From an optimization exercise on the open Yosys and OpenROAD flow, aimed at small area, a short achievable clock period and few clock cycles; shortcuts taken in it are not production practice. No run shown here included a check of the RTL's function; only the layout flow was run. No activity file was given, so power comes from the tool's default toggle rates.

`design/flow/design.v`:
```
module hist_norm (
    input  wire        clk,
    input  wire        rst,           
    input  wire        start,         
    output reg         busy,
    output reg         done,          
    output wire [7:0]  err_code,      
    output reg  [8:0]  err_info,      
    output wire [8:0]  alpha,         
    output wire [7:0]  imax_o,        
    output reg         fallback,      
    output reg         raw_rd,
    output wire [8:0]  raw_addr,
    input  wire [31:0] raw_rdata,
    output reg         f_rd,
    output wire [7:0]  f_raddr,
    input  wire [11:0] f_rdata,
    output wire        f_we,
    output wire [7:0]  f_waddr,
    output wire [11:0] f_wdata
);
    localparam [3:0] S_IDLE = 4'd0,
                     S_P1   = 4'd1,     
                     S_P1E  = 4'd2,     
                     S_P2   = 4'd3,     
                     S_FX1  = 4'd4,     
                     S_FX2  = 4'd5,     
                     S_FX3  = 4'd6,     
                     S_WR   = 4'd7,     
                     S_FBS  = 4'd8,     
                     S_FBE  = 4'd9,     
                     S_FBW  = 4'd10,    
                     S_DONE = 4'd11;
    reg [3:0]  state, ns;
    reg [8:0]  a;             
    reg [8:0]  p;             
    reg        rv;            
    reg        pv;            
    reg [31:0] din;           
    reg        dnz;           
    reg [4:0]  dmsb;          
    reg        dv;            
    reg [39:0] total;         
    reg [5:0]  mt;            
    reg        nz;            
    reg [8:0]  hi1;           
    reg [7:0]  imax;
    reg [2:0]  ec;            
    reg [40:0] y;             
    reg [11:0] q;             
    reg [3:0]  j;             
    reg        bsy;           
    reg        nzc;           
    reg        more;          
    reg        we;
    reg [7:0]  waddr;
    reg [11:0] fval;
    reg [12:0] resid;         
    assign err_code = {5'd0, ec};
    assign alpha    = hi1;
    assign imax_o   = imax;
    assign raw_addr = a;
    assign f_raddr  = a[7:0];
    assign f_we     = we;
    assign f_waddr  = waddr;
    assign f_wdata  = fval;
    wire [5:0]  sdiff = mt - {1'b0, dmsb};
    wire [3:0]  sh    = (sdiff > 6'd12) ? 4'd12 : sdiff[3:0];
    wire [3:0]  j0    = dnz ? (4'd12 - sh) : 4'd0;
    wire [40:0] yload = {9'd0, din} << sh;
    wire [41:0] ydiff = {1'b0, y} - {2'b00, total};
    wire        qbit  = !ydiff[41];
    wire [40:0] ynext = qbit ? {ydiff[39:0], 1'b0} : {y[39:0], 1'b0};
    wire        rnd   = qbit | (nzc && (q == 12'd0));
    wire [11:0] fnew  = q + {11'd0, rnd};
    wire        last  = bsy && (j == 4'd0);
    wire        load  = (state == S_P2) && dv && (!bsy || last);
    wire        gt    = din > y[31:0];
    wire        more_n = raw_rd ? (({1'b0, a[7:0]} + 9'd1) < hi1) : more;
    wire        dv_n   = rv || (dv && !load);
    wire        bsy_n  = load || (bsy && !last);
    wire [3:0]  j_n    = load ? j0 : (j - 4'd1);
    reg  [5:0]  mtn;
    reg  [4:0]  rmsb;
    integer     k;
    always @* begin
        mtn = 6'd0;
        for (k = 0; k < 40; k = k + 1)
            if (total[k]) mtn = k[5:0];
        rmsb = 5'd0;
        for (k = 0; k < 32; k = k + 1)
            if (raw_rdata[k]) rmsb = k[4:0];
    end
    wire [12:0] fixed = {1'b0, din[11:0]} + resid;
    wire        fixok = !fixed[12] && (fixed != 13'd0);
    always @* begin
        ns = state;
        case (state)
        S_IDLE, S_DONE: ns = start ? S_P1 : S_IDLE;
        S_P1: begin
            if (pv && p == 9'd511 && (nz || dnz))
                ns = S_DONE;
            else if (pv && p == 9'd255)
                ns = S_P1E;
        end
        S_P1E: ns = nz ? S_P2 : S_DONE;
        S_P2:  if (!more && !rv && !dv && !bsy) ns = S_FX1;
        S_FX1: ns = S_FX2;
        S_FX2: ns = S_FX3;
        S_FX3: ns = fixok ? S_WR : S_FBS;
        S_WR:  ns = S_DONE;
        S_FBS: if (pv && p[7:0] == 8'd255) ns = S_FBE;
        S_FBE: ns = S_FBW;
        S_FBW: ns = (resid == 13'd0) ? S_DONE : S_FBS;
        default: ns = S_IDLE;
        endcase
    end
    always @(posedge clk) begin
        if (rst) begin
            state  <= S_IDLE;
            busy   <= 1'b0;
            done   <= 1'b0;
            raw_rd <= 1'b0;
            f_rd   <= 1'b0;
            we     <= 1'b0;
            rv     <= 1'b0;
            pv     <= 1'b0;
        end else begin
            state  <= ns;
            busy   <= (ns != S_IDLE) && (ns != S_DONE);
            done   <= (ns == S_DONE);
            raw_rd <= (ns == S_P1) || ((state == S_P1E) && nz) ||
                      ((state == S_P2) && more_n && !raw_rd && (!dv_n || !bsy_n || (j_n[3:1] == 3'd0)));
            f_rd   <= (ns == S_FX1) || (ns == S_FBS);
            we     <= 1'b0;
            rv     <= raw_rd || f_rd;
            if (rv) begin
                din  <= (state == S_P1 || state == S_P2) ? raw_rdata : {20'd0, f_rdata};
                dnz  <= |raw_rdata;
                dmsb <= rmsb;
            end
            if (we && (state == S_P2))
                resid <= resid - {1'b0, fval};
            if (raw_rd || f_rd)
                a <= a + 9'd1;
            case (state)
            S_IDLE, S_DONE: begin
                a     <= 9'd256;
                p     <= 9'd256;
                pv    <= 1'b0;
                total <= 40'd0;
                y     <= 41'd0;
                nz    <= 1'b0;
                fval  <= 12'd0;
                resid <= 13'd2048;
            end
            S_P1: begin
                pv <= rv;
                if (!pv) begin
                    ec       <= 3'd0;
                    err_info <= 9'd0;
                end else begin
                    p <= p + 9'd1;
                    if (p[8]) begin
                        if (dnz)
                            err_info <= p;
                        if (p == 9'd511) begin
                            nz <= 1'b0;
                            if (nz || dnz)
                                ec <= 3'b110;
                        end else if (dnz) begin
                            nz <= 1'b1;
                        end
                    end else begin
                        total <= total + {8'd0, din};
                        if (dnz) begin
                            nz  <= 1'b1;
                            hi1 <= {1'b0, p[7:0]} + 9'd1;
                        end
                        if (gt) begin
                            y    <= {9'd0, din};
                            imax <= p[7:0];
                        end
                        if (!dnz && nz) begin
                            we    <= 1'b1;
                            waddr <= p[7:0];
                        end
                    end
                end
            end
            S_P1E: begin
                pv   <= 1'b0;
                mt   <= mtn;
                a    <= 9'd0;
                p    <= 9'h1FF;
                dv   <= 1'b0;
                bsy  <= 1'b0;
                more <= 1'b1;
                if (!nz)
                    ec <= 3'b101;
            end
            S_P2: begin
                more <= more_n;
                dv   <= dv_n;
                bsy  <= bsy_n;
                j    <= j_n;
                if (bsy) begin
                    y <= ynext;
                    q <= {q[10:0], qbit};
                end
                if (last) begin
                    fval  <= fnew;
                    we    <= 1'b1;
                    waddr <= p[7:0];
                end
                if (load) begin
                    y   <= yload;
                    q   <= 12'd0;
                    nzc <= dnz;
                    p   <= p + 9'd1;
                end
                if (ns == S_FX1)
                    a <= {1'b0, imax};
            end
            S_FX3: begin
                fval     <= fixed[11:0];
                waddr    <= imax;
                fallback <= !fixok;
                we       <= fixok;
                a        <= 9'd0;
                p        <= 9'd0;
                pv       <= 1'b0;
                y        <= 41'd0;
            end
            S_FBS: begin
                pv <= rv;
                if (pv) begin
                    p <= p + 9'd1;
                    if (gt) begin
                        y     <= {9'd0, din};
                        waddr <= p[7:0];
                    end
                end
            end
            S_FBE: begin
                fval  <= y[11:0] - 12'd1;
                we    <= 1'b1;
                resid <= resid + 13'd1;
            end
            S_FBW: begin
                a  <= 9'd0;
                p  <= 9'd0;
                pv <= 1'b0;
                y  <= 41'd0;
            end
            default: ;
            endcase
        end
    end
endmodule
```
`design/flow/run.sh`:
```
#!/bin/bash
# synth_recipe.tcl (not shown) runs the flow's synth.tcl, then flattens the netlist and writes it again
# the make line also repeats each setting of config.mk as NAME=value (left out here)
make -C /OpenROAD-flow-scripts/flow DESIGN_CONFIG=/design/flow/config.mk WORK_HOME=/design/flow/orfs CLKGATE_MAP_FILE= SYNTH_SCRIPT=/design/flow/synth_recipe.tcl finish
```
`design/flow/config.mk`:
```
export PLATFORM = sky130hd
export DESIGN_NAME = hist_norm
export DESIGN_NICKNAME = hist_norm
export VERILOG_FILES = /design/flow/design.v
export SDC_FILE = /design/flow/constraint.sdc
export NUM_CORES = 4
export LEC_CHECK = 0
export ABC_CLOCK_PERIOD_IN_PS = 3000
export CAP_MARGIN = 20
export CORE_MARGIN = 2
export CORE_UTILIZATION = 40
export SLEW_MARGIN = 20
```
`design/flow/constraint.sdc`:
```
create_clock -name core_clock -period 10.0 [get_ports {clk}]
set_input_delay 2.0000 -clock core_clock [delete_from_list [all_inputs] [get_ports {clk}]]
set_output_delay 2.0000 -clock core_clock [all_outputs]
set_load 0.01 [all_outputs]
```
==> summary.md, run 1 <==
| Metric | Value |
|---|---|
| Status | no timing/DRC/antenna violations |
| Max Slew Vio Count | 0 |
| Worst IR Drop VDD | 0.132 mV |
| Starting density of the core | 0.405 |
| Register area share after synthesis | 0.355 |
| LEAKAGE | 9.02 nW |
| Register share of total power | 0.335 |
| Post-synth EDFFs | 227 |
| Residual DRC count | 0 |
| Antenna Violating Nets Remaining | 0 |
| Final Cycle Share | 0.473 |
| Relative slew slack | 0.220 |
| Clk network pwr share | 0.273 |
| Via count | 17974 |
| Power per cell area | 182 nW/um^2 |
| Reg clk slew, reported paths | 0.06 ns |
| Vias per cell | 6.01 |
| Clock insertion delay at the later pin of the skew report | 0.59 ns |
| CTS root buf | clkbuf_16 |
| Clock Skew | 0.0187 ns |
| Core area | 49000 sq um |
| Io pins | 124 |
| Finished Layout Cells | 2991 |
| Post-CTS setup buffer count | 0 |
| RSZ-0062 raised after global routing | no |
| Largest net degree at the start of global routing | 52 |
| GPL Wtd Cong | 0.915 |
| Startpoint types | flop |
| Commonest non-fill, non-tap cell in the layout | edfxtp_1 |
| Clock buffer depth | 3 |
| Total CTS buffers | 30 |
| Setup TNS | 0 ns |
| Initial antenna violation count | 1 |
| Internal power | 2.58 mW |
| Drt first pass iters | 9 |
| Iter 0 DRT Violations | 2019 |
| Die Ht | 227 um |
| R2r endpoint | fval[6]$_DFFE_PP_ |
| Total wire length | 63300 um |
| HP Start | p[1]$_DFFE_PP_ |
| Worst-margin pin slew | 1.16 ns |
| Average routed wire per standard cell | 21.2 um |
| Layout cells sized above 1 | 0.0597 |
| Hold crit path type | flop to flop |
| Vias in the first global route | 17493 |
| Die width | 227 um |
| Gate Count Post-Synth | 2213 |
| Clock sink total | 238 |
| N_diodes | 0 |
| GRT Residual Overflow | 0 |
| Worst Hold Slack | 0.575 ns |
| Resize count post-CTS | 0 |
| Sw frac | 0.379 |
| Most frequent cells in the layout | edfxtp_1 (227), nor2_1 (201), inv_1 (174) |
| Worst Setup Slack, final | 5.27 ns |
| Layout area overhead | 14.9% |
| Die area | 51400 sq um |
| CP Data Arrival Time | 5.05 ns |
| Place WS | 5.09 ns |
| Crit-path max FO | 51 |
| Sw Pwr | 1.57 mW |
| Num rows | 81 |
| Worst r2r src | total[19]$_SDFFCE_PN0P_ |
| Worst r2r path cells | 16 |
| Final core occ | 0.466 |
| CP Capture Point | fval[6]$_DFFE_PP_ |
| Kind of critical path | flop to flop |
| Max Clk Rate | 212 MHz |
| Tot GR Track Use | 0.244 |
| Htree depth | 1 |
| Ys async rst share | 0 |
| Ys flop type | edfxtp_1 |
| Placed Cells | 2934 |
| Final hold violation count | 0 |
| I/O Buffers | 118 |
| Placed wire-length estimate | 48400 um |
| # setup viols final | 0 |
| MaxCap Viol Count | 0 |
| Hold buffers post-CTS | 0 |
| Min cycle time layout | 4.73 ns |
| Post-synth cell types | 90 |
| CTS tree | built |
| Worst Setup SP | total[19]$_SDFFCE_PN0P_ |
| First-pass GRT wire length | 97700 um |
| Yosys reg bits | 238 |
| Worst R2R Setup Slack | 5.27 ns |
| Combinational fraction of design power | 0.391 |
| Final #Nets | 2507 |
| Critical Path End Type | flop |
| Synth Cell Area | 19800 sq um |
| Syn_area_per_cell | 8.97 sq um |
| YS warnings | 1 |
| Worst Path Required | 10.32 ns |
==> registers in the layout (all words and copies together) (netlist names), 3 cells and up <==
name	cells
a	9
din	32
dmsb	5
ec	3
err_info	9
fval	12
hi1	9
imax	8
j	4
mt	6
p	9
q	12
resid	13
state	4
total	40
waddr	8
y	41
==> critical path, stage by stage, from the launching register on <==
cell and delay (ns):
edfxtp_1 0.44, inv_1 0.14, ha_1 0.31, a21oi_1 0.32, a21boi_0 0.18, o21ai_0 0.39, a211oi_1 0.18, nor4_4 0.52
o31a_1 0.21, buf_4 0.45, nand2_1 0.10, ha_1 0.23, ha_1 0.21, nand3_1 0.18, nor2_1 0.08, xor2_1 0.14
a221o_1 0.33
==> cells by family (layout without fill, tap and decap cells) <==
| logic type | after synthesis | in the layout | share of synthesized area |
|---|---|---|---|
| AOI/OAI and AO/OA | 643 | 643 | 0.222 |
| xor gates and xnor gates | 114 | 114 | 0.0503 |
| adders and majority gates | 158 | 158 | 0.101 |
| buffers and inverters | 266 | 376 | 0.0552 |
| DFF | 238 | 238 | 0.355 |
| muxes | 76 | 76 | 0.0394 |
| other | 1 | 5 | 0.000189 |
| and+or+nand+nor | 717 | 717 | 0.177 |
==> power by group through the flow <==
stage / Clock (mW) / Combinational, mW / Sequential, mW
global route: 1.19 / 1.80 / 1.41
CTS: 1.15 / 1.60 / 1.39
floorplan: 0 / 1.19 / 1.36
detailed placement: 0 / 1.59 / 1.41
global placement: 0 / 1.56 / 1.40
finish: 1.13 / 1.62 / 1.39
==> metrics by stage <==
step	area [sq um]	total power, mW
after floorplan	19900	2.54
after global placement	21700	2.97
after detailed placement	21700	3.00
after CTS	22800	4.15
after global routing	22800	4.40
final	22800	4.15
==> cells in the mapped netlist, types with 8 or more instances <==
| master | count | share of area |
|---|---|---|
| nand2b_1 | 17 | 0.0054 |
| xnor2_1 | 54 | 0.024 |
| clkbuf_1 | 54 | 0.010 |
| dfxtp_1 | 11 | 0.011 |
| nand2_1 | 163 | 0.031 |
| o22ai_1 | 30 | 0.0095 |
| nor3_1 | 66 | 0.017 |
| nor4_1 | 25 | 0.0079 |
| mux2i_1 | 59 | 0.030 |
| a2111oi_0 | 9 | 0.0040 |
| or2_2 | 9 | 0.0028 |
| or3_1 | 21 | 0.0066 |
| edfxtp_1 | 227 | 0.34 |
| o221ai_1 | 17 | 0.0075 |
| nand3_1 | 55 | 0.014 |
| mux2_2 | 17 | 0.0096 |
| and2_1 | 50 | 0.016 |
| a21boi_0 | 8 | 0.0030 |
| a22oi_1 | 13 | 0.0049 |
| nor2b_1 | 25 | 0.0079 |
| a21o_1 | 51 | 0.019 |
| o21a_1 | 32 | 0.012 |
| nor2_1 | 203 | 0.038 |
| a222oi_1 | 19 | 0.0096 |
| a211oi_1 | 34 | 0.013 |
| and3_1 | 23 | 0.0072 |
| a21oi_1 | 152 | 0.038 |
| inv_1 | 174 | 0.033 |
| xor2_1 | 60 | 0.026 |
| o21bai_1 | 15 | 0.0057 |
| o31a_1 | 10 | 0.0044 |
| a221o_1 | 19 | 0.0096 |
| o211ai_1 | 22 | 0.0083 |
| buf_4 | 16 | 0.0061 |
| o31ai_1 | 18 | 0.0068 |
| a31oi_1 | 11 | 0.0035 |
| o21ai_0 | 98 | 0.025 |
| buf_2 | 12 | 0.0030 |
| nand4_1 | 25 | 0.0079 |
| ha_1 | 152 | 0.096 |
==> cell type report <==
class | instances | area (sq um)
fillers | 4740 | 26200
multi-input cells | 1713 | 11800
flip-flops and latches | 238 | 7040
repair buffers | 145 | 1400
well taps | 664 | 831
clock buffers | 34 | 787
inverters | 175 | 657
clock inverters | 22 | 243
==> layer usage <==
metal,track usage,wire length (um),vias to the layer above
met5,0,0,-
met4,0.0806,2250,0
met3,0.0288,4510,145
met2,0.401,28500,762
met1,0.334,28100,8589
li1,-,-,8478
==> how the worst min path moves through the flow <==
stage                                            to  cells after the start  slack [ns]
final                             imax[1]$_DFFE_PP_                      0        0.57
after global routing              imax[1]$_DFFE_PP_                      0        0.59
after CTS                         imax[1]$_DFFE_PP_                      0        0.57
after detailed placement          imax[1]$_DFFE_PP_                      0        0.56
after global placement            imax[1]$_DFFE_PP_                      0        0.54
after floorplan           err_info[8]$_SDFFCE_PN0P_                      0        0.45
==> run 2: changes to the inputs <==
--- a/design/flow/config.mk
+++ b/design/flow/config.mk
@@ -5,7 +5,6 @@
 export SDC_FILE = /design/flow/constraint.sdc
 export NUM_CORES = 4
 export LEC_CHECK = 0
-export ABC_CLOCK_PERIOD_IN_PS = 3000
 export CAP_MARGIN = 20
 export CORE_MARGIN = 2
 export CORE_UTILIZATION = 40
==> summary.md, run 2 <==
| Metric | Value |
|---|---|
| Status | no timing/DRC/antenna violations (unchanged) |
| Kind of critical path | flop to flop (unchanged) |
| Post-DP Area | 21700 sq um (unchanged) |
| RSZ-0062 raised after global routing | no (unchanged) |
| Critical path's top delay family | compound AO/OA/AOI/OAI gates (unchanged) |
| Total wire length | 63300 um (unchanged) |
| CTS root buf | clkbuf_16 (unchanged) |
| Num rows | 81 (unchanged) |
| Largest cells by area after synthesis | edfxtp_1 (34%), ha_1 (9.6%), nor2_1 (3.8%) (unchanged) |
| Reg clk slew, reported paths | 0.06 ns (about the same) |
| Placed Cells | 2934 (unchanged) |
| LEAKAGE | 9.02 nW (unchanged) |
| Max stage delay cell, worst path | nor4_4 (unchanged) |
| CP cell instances | inv_1 -> ha_1 -> a21oi_1 -> a21boi_0 -> o21ai_0 -> a211oi_1 -> nor4_4 -> o31a_1 -> buf_4 -> nand2_1 -> ha_1 -> ha_1 -> nand3_1 -> nor2_1 -> xor2_1 -> a221o_1 (unchanged) |
| Final hold violation count | 0 (unchanged) |
| Tot GR Track Use | 0.244 (unchanged) |
| Largest regs | y x41, total x40, din x32 (unchanged) |
| Critical Path End Type | flop (unchanged) |
| I/O Buffers | 118 (unchanged) |
| Hold crit path type | flop to flop (unchanged) |
| Average routed wire per standard cell | 21.2 um (unchanged) |
| Gate Count Post-Synth | 2213 (unchanged) |
| Ys flop type | edfxtp_1 (unchanged) |
| Commonest non-fill, non-tap cell in the layout | edfxtp_1 (unchanged) |
| Final Power | 4.15 mW (unchanged) |
| Worst r2r src | total[19]$_SDFFCE_PN0P_ (unchanged) |
| Share of the synthesized area in the top cell type | 0.343 (unchanged) |
| Clock buffer depth | 3 (unchanged) |
| Clock Skew | 0.0187 ns (unchanged) |
| Layout cells sized above 1 | 0.0597 (unchanged) |
| CP Data Arrival Time | 5.05 ns (about the same) |
| Place WS | 5.09 ns (unchanged) |
| GPL Wtd Cong | 0.915 (unchanged) |
| Ys async rst share | 0 (unchanged) |
| N_diodes | 0 (unchanged) |
| Final Cycle Share | 0.473 (unchanged) |
| Crit-path max cell delay | 0.52 ns (about the same) |
| Worst Hold End | imax[1]$_DFFE_PP_ (unchanged) |
| Syn_area_per_cell | 8.97 sq um (unchanged) |
| MaxCap Viol Count | 0 (unchanged) |
| Layout area overhead | 14.9% (unchanged) |
| Total CTS buffers | 30 (unchanged) |
| Final instance area | 22800 sq um (unchanged) |
| Die area | 51400 sq um (unchanged) |
| Io pins | 124 (unchanged) |
| Synth Cell Area | 19800 sq um (unchanged) |
| Residual DRC count | 0 (unchanged) |
| HP Start | p[1]$_DFFE_PP_ (unchanged) |
| Max Clk Rate | 212 MHz (unchanged) |
| YS warnings | 1 (unchanged) |
| Initial antenna violation count | 1 (unchanged) |
| Worst path most repeated cell | ha_1 (unchanged) |
| # setup viols final | 0 (unchanged) |
| Starting density of the core | 0.405 (unchanged) |
| Relative slew slack | 0.220 (unchanged) |
| Min cycle time layout | 4.73 ns (unchanged) |
| Max FFs per register | 41 (unchanged) |
| CTS tree | built (unchanged) |
| First-pass GRT wire length | 97700 um (unchanged) |
| Worst-margin pin slew | 1.16 ns (unchanged) |
| Post-CTS setup buffer count | 0 (unchanged) |
| R2r endpoint | fval[6]$_DFFE_PP_ (unchanged) |
| Post-synth top area cell | edfxtp_1 (unchanged) |
| Largest reg by FF count | y (unchanged) |
| Clock sink total | 238 (unchanged) |
| Register area share after synthesis | 0.355 (unchanged) |
| Worst Setup Slack, final | 5.27 ns (unchanged) |
| Startpoint types | flop (unchanged) |
| Die Ht | 227 um (unchanged) |
| Drt first pass iters | 9 (unchanged) |
| Setup TNS | 0 ns (unchanged) |
| Resize count post-CTS | 0 (unchanged) |
| Top cells by count, synth | edfxtp_1 (227), nor2_1 (203), inv_1 (174) (unchanged) |
| Most frequent cells in the layout | edfxtp_1 (227), nor2_1 (201), inv_1 (174) (unchanged) |
| Post-synth EDFFs | 227 (unchanged) |
| Yosys reg bits | 238 (unchanged) |
| GRT Residual Overflow | 0 (unchanged) |
| Max Slew Vio Count | 0 (unchanged) |
| Vias per cell | 6.01 (unchanged) |
| Worst r2r path cells | 16 (unchanged) |
| Antenna Violating Nets Remaining | 0 (unchanged) |
| Hold buffers post-CTS | 0 (unchanged) |
| Finished Layout Cells | 2991 (unchanged) |
| Power per cell area | 182 nW/um^2 (unchanged) |
| WHS Path Cells | 0 (unchanged) |
| Iter 0 DRT Violations | 2019 (unchanged) |
| Worst R2R Setup Slack | 5.27 ns (about the same) |
| Die width | 227 um (unchanged) |
| Post-synth cell types | 90 (unchanged) |
| Worst path buffer plus inverter count | 2 (unchanged) |
| Worst Path Required | 10.32 ns (about the same) |
| Most numerous cell in the Yosys netlist | edfxtp_1 (unchanged) |
| Core area | 49000 sq um (unchanged) |
| Via count | 17974 (unchanged) |
| Crit-path max FO | 51 (unchanged) |
| Htree depth | 1 (unchanged) |
| CP Depth | 16 (unchanged) |
| Final #Nets | 2507 (unchanged) |
| Largest net degree at the start of global routing | 52 (unchanged) |
| Vias in the first global route | 17493 (unchanged) |
| Clock insertion delay at the later pin of the skew report | 0.59 ns (about the same) |
| Worst IR Drop VDD | 0.132 mV (unchanged) |
| Placed wire-length estimate | 48400 um (unchanged) |
run 2: cell counts in the layout (fill, tap and decap cells not counted):
Identical to the previous run, type by type.
run 2: per-stage QoR:
step	utilization	hold slack [ns]
floorplan	-	0.450
global placement	0.444	0.541
detailed placement	0.444	0.560
CTS	0.465	0.570
global route	0.466	0.593
finish	0.466	0.575
run 2: final cells by class:
class | instances | area [sq um]
Clock buffer | 34 | 787
Clock inverter | 22 | 243
Fill cell | 4740 | 26200
Inverter | 175 | 657
Multi-Input combinational cell | 1713 | 11800
Sequential cell | 238 | 7040
Tap cell | 664 | 831
Timing Repair Buffer | 145 | 1400
run 2: where the power goes:
group,internal (mW),switching (mW)
clock network,0.670,0.464
logic,0.659,0.966
registers,1.25,0.142
total,2.58,1.57
run 2: logic make-up after synthesis:
kind of cell,share of synthesized area
compound gates,0.222
xor+xnor,0.0503
fa+ha+maj,0.101
buf+inv,0.0552
flops,0.355
mux,0.0394
other cells,0.000189
simple gates,0.177
run 2: metal layers:
| metal | GRT usage | part of all wire |
|---|---|---|
| met1 | 0.334 | 0.44 |
| met2 | 0.401 | 0.45 |
| met3 | 0.0288 | 0.071 |
| met4 | 0.0806 | 0.036 |
| met5 | 0 | 0 |
run 2: worst max-delay path by stage:
stage                         endpoint                    start  slack [ns]
6_report             fval[6]$_DFFE_PP_  total[19]$_SDFFCE_PN0P_        5.27
5_1_grt        resid[12]$_SDFFCE_PN0P_      state[0]$_SDFF_PP0_        4.93
4_1_cts              fval[6]$_DFFE_PP_   total[1]$_SDFFCE_PN0P_        5.29
3_5_place_dp        q[4]$_SDFFCE_PP0P_                      rst        5.09
3_3_place_gp        q[1]$_SDFFCE_PP0P_                      rst        5.14
2_1_floorplan   total[0]$_SDFFCE_PN0P_                      rst        4.32
run 2: worst reg2reg max path, cell delays in order (launching register included):
cell and delay (ns):
edfxtp_1 0.44, inv_1 0.14, ha_1 0.31, a21oi_1 0.32, a21boi_0 0.18, o21ai_0 0.39
a211oi_1 0.18, nor4_4 0.53, o31a_1 0.21, buf_4 0.45, nand2_1 0.14, ha_1 0.23
ha_1 0.21, nand3_1 0.18, nor2_1 0.08, xor2_1 0.14, a221o_1 0.33

## static timing again, ports no longer ideal
No port has a modelled driver above. Below, the same layouts with a new extraction and two added sets of constraints.
Step 1 assumes that a clkbuf_16 drives the clock port and a buf_2 every other input.
Step 2, shift: input delay + t, output delay - t, t = (earliest + latest rising clock arrival at the registers) / 2. This alone moves slack from input paths to output paths.
a / b / c = no drivers / after step 1 / after step 2; a / b = the first two.
run | t, ns | slack for setup (ns) | worst data-port slew with drivers (ns)
run 1 | 0.633 | 5.274 / 5.274 / 5.076 | 0.04
run 2 | 0.633 | 5.274 / 5.274 / 5.076 | 0.04
After both steps setup and hold are still met in every run listed.
